This design comes from an exercise in tuning for small area, a short achievable clock period and few clock cycles on the open sky130 flow, not from production work. In this exercise RTL edits were held to simulation tests only and were not proved equivalent to the original. Power is estimated from default activity; no workload was simulated.

==> flow/design.v (excerpt) <==
module pm25_codec (
    input  wire         clk,
    input  wire         rst,         
    input  wire         req_valid,
    input  wire [31:0]  req_word,
    input  wire [5:0]   req_nops,    
    input  wire [255:0] req_ops,     
    output wire         busy,
    input  wire         rx_valid,
    input  wire [1:0]   rx_kind,     
    input  wire [7:0]   rx_byte,
    output wire         rx_ready,
    output reg  [2:0]   st,
    output reg  [1:0]   rop,
    output wire [7:0]   nrx,
    output reg          len_vld,
    output wire [15:0]  lenf_r,
    output reg          lmatch,
    output reg          csc_vld,
    output wire [15:0]  csc,
    output reg          csr_vld,
    output reg  [15:0]  csr,
    output wire [5:0]   flen,
    output wire [255:0] fbuf,
    output reg          cbuf_vld,
    output wire [55:0]  cbuf
);
    localparam [2:0] ST_OK      = 3'd0,
                     ST_TIMEOUT = 3'd1,
                     ST_LENMIS  = 3'd2,
                     ST_CSUM    = 3'd3,
                     ST_TERR    = 3'd4,
                     ST_ILLEGAL = 3'd6,
                     ST_NONE    = 3'd7;
    reg         s_h0, s_h1, s_lh, s_ll, s_bd;    
    reg         s_en;                            
    reg         s_vs, s_vc;                      
    reg         busy_r;      
  ...
==> flow/config.mk <==
export PLATFORM = sky130hd
export DESIGN_NAME = pm25_codec
export DESIGN_NICKNAME = pm25_codec
export VERILOG_FILES = /design/flow/design.v
export SDC_FILE = /design/flow/constraint.sdc
export NUM_CORES = 4
export LEC_CHECK = 0
export CAP_MARGIN = 35
export CORE_MARGIN = 2
export CORE_UTILIZATION = 50
export CTS_BUF_LIST = sky130_fd_sc_hd__clkbuf_8
export SLEW_MARGIN = 20
==> flow/constraint.sdc <==
create_clock -name core_clock -period 10.0 [get_ports {clk}]
set_input_delay 2.0000 -clock core_clock [delete_from_list [all_inputs] [get_ports {clk}]]
set_output_delay 2.0000 -clock core_clock [all_outputs]
set_load 0.01 [all_outputs]
standard.sh (not shown) runs the stock make flow with config.mk's settings and CLKGATE_MAP_FILE= SYNTH_SCRIPT=/design/flow/synth_recipe.tcl, a recipe that flattens the netlist after the stock synthesis.
==> flow/flow/run.sh <==
#!/bin/bash
set -euo pipefail
export BUFFER_PORTS_ARGS="-buffer_cell sky130_fd_sc_hd__buf_1"
export SETUP_SLACK_MARGIN=6.6
platform_dont_use="sky130_fd_sc_hd__probe_p_8 sky130_fd_sc_hd__probec_p_8 sky130_fd_sc_hd__lpflow_bleeder_1 sky130_fd_sc_hd__lpflow_clkbufkapwr_1 sky130_fd_sc_hd__lpflow_clkbufkapwr_16 sky130_fd_sc_hd__lpflow_clkbufkapwr_2 sky130_fd_sc_hd__lpflow_clkbufkapwr_4 sky130_fd_sc_hd__lpflow_clkbufkapwr_8 sky130_fd_sc_hd__lpflow_clkinvkapwr_1 sky130_fd_sc_hd__lpflow_clkinvkapwr_16 sky130_fd_sc_hd__lpflow_clkinvkapwr_2 sky130_fd_sc_hd__lpflow_clkinvkapwr_4 sky130_fd_sc_hd__lpflow_clkinvkapwr_8 sky130_fd_sc_hd__lpflow_decapkapwr_12 sky130_fd_sc_hd__lpflow_decapkapwr_3 sky130_fd_sc_hd__lpflow_decapkapwr_4 sky130_fd_sc_hd__lpflow_decapkapwr_6 sky130_fd_sc_hd__lpflow_decapkapwr_8 sky130_fd_sc_hd__lpflow_inputiso0n_1 sky130_fd_sc_hd__lpflow_inputiso0p_1 sky130_fd_sc_hd__lpflow_inputiso1n_1 sky130_fd_sc_hd__lpflow_inputiso1p_1 sky130_fd_sc_hd__lpflow_inputisolatch_1 sky130_fd_sc_hd__lpflow_isobufsrc_1 sky130_fd_sc_hd__lpflow_isobufsrc_16 sky130_fd_sc_hd__lpflow_isobufsrc_2 sky130_fd_sc_hd__lpflow_isobufsrc_4 sky130_fd_sc_hd__lpflow_isobufsrc_8 sky130_fd_sc_hd__lpflow_isobufsrckapwr_16 sky130_fd_sc_hd__lpflow_lsbuf_lh_hl_isowell_tap_1 sky130_fd_sc_hd__lpflow_lsbuf_lh_hl_isowell_tap_2 sky130_fd_sc_hd__lpflow_lsbuf_lh_hl_isowell_tap_4 sky130_fd_sc_hd__lpflow_lsbuf_lh_isowell_4 sky130_fd_sc_hd__lpflow_lsbuf_lh_isowell_tap_1 sky130_fd_sc_hd__lpflow_lsbuf_lh_isowell_tap_2 sky130_fd_sc_hd__lpflow_lsbuf_lh_isowell_tap_4"
slow=""
for c in or3 or3b or4 or4b or4bb; do
  for d in 1 2 4; do slow="$slow sky130_fd_sc_hd__${c}_${d}"; done
done
bash standard.sh "DONT_USE_CELLS=$platform_dont_use$slow" finish > standard.log 2>&1
The starting point produced a clean layout.
Testbench counts at the start, summed over its fixed seeds: cycles 28,075.
Then changed:
==> flow/flow/run.sh (replaced) <==
#!/bin/bash
set -euo pipefail
export BUFFER_PORTS_ARGS="-buffer_cell sky130_fd_sc_hd__buf_1"
export SETUP_SLACK_MARGIN=6.6
bash standard.sh > standard.log 2>&1
- ABC_AREA: default -> 1
The new run went through all stages and came out clean.
Combinational power rises by 15%.
Count of clock-buffer cells in the layout falls by 6.
Non-clock buffer count falls by 23.
Via count rises by 5.3%.
Then changed:
--- a/flow/flow/run.sh
+++ b/flow/flow/run.sh
@@ -4,2 +4,7 @@
 export SETUP_SLACK_MARGIN=6.6
+slow=""
+for c in or3 or3b or4 or4b or4bb; do
+  for d in 1 2 4; do slow="$slow sky130_fd_sc_hd__${c}_${d}"; done
+done
+export DONT_USE_CELLS="$slow"
 bash standard.sh > standard.log 2>&1
- ABC_AREA: 1 -> default
Outcome: Wire length rises by about 7%. Design area rises by about 0.8%. Global-route usage rises by 2.9 points. Area after synthesis falls by about 1.6%. Power rises by 0.47%. Final cell count falls by about 9%. First-iteration DRC count rises by 4.1%. Die area falls by about 1.6%.

## static timing again, ports no longer ideal
In the flow no input, the clock included, has a driving cell. The finished layouts below were timed again as built, in two steps.
Step 1, drivers: a clkbuf_16 drives clk and a buf_2 each remaining input, both assumed.
Step 2 times the ports against the registers' clock, not the clock port: input delays grow and output delays shrink by t, the midpoint of the rising clock arrivals with the driver on.
Three values: no drivers, after step 1, after step 2; two values: the first two.
run | shift t [ns] | slack for setup (ns) | hold WS [ns] | latest minus earliest clock arrival (ns) | pins driven straight from the clock port
the first run | 0.756 | 6.579 / 6.515 / 5.812 | 0.441 / 0.441 / 0.441 | 0.040 / 0.040 | 1
the second run | 0.740 | 6.609 / 6.549 / 5.924 | 0.439 / 0.439 / 0.439 | 0.034 / 0.033 | 1
the third run | 0.747 | 6.590 / 6.530 / 5.884 | 0.443 / 0.443 / 0.443 | 0.030 / 0.030 | 1
After both steps every run listed still meets setup and hold. For the first run, which loses most, drivers alone change the setup slack by -0.064 ns; drivers and shift together by -0.767 ns.
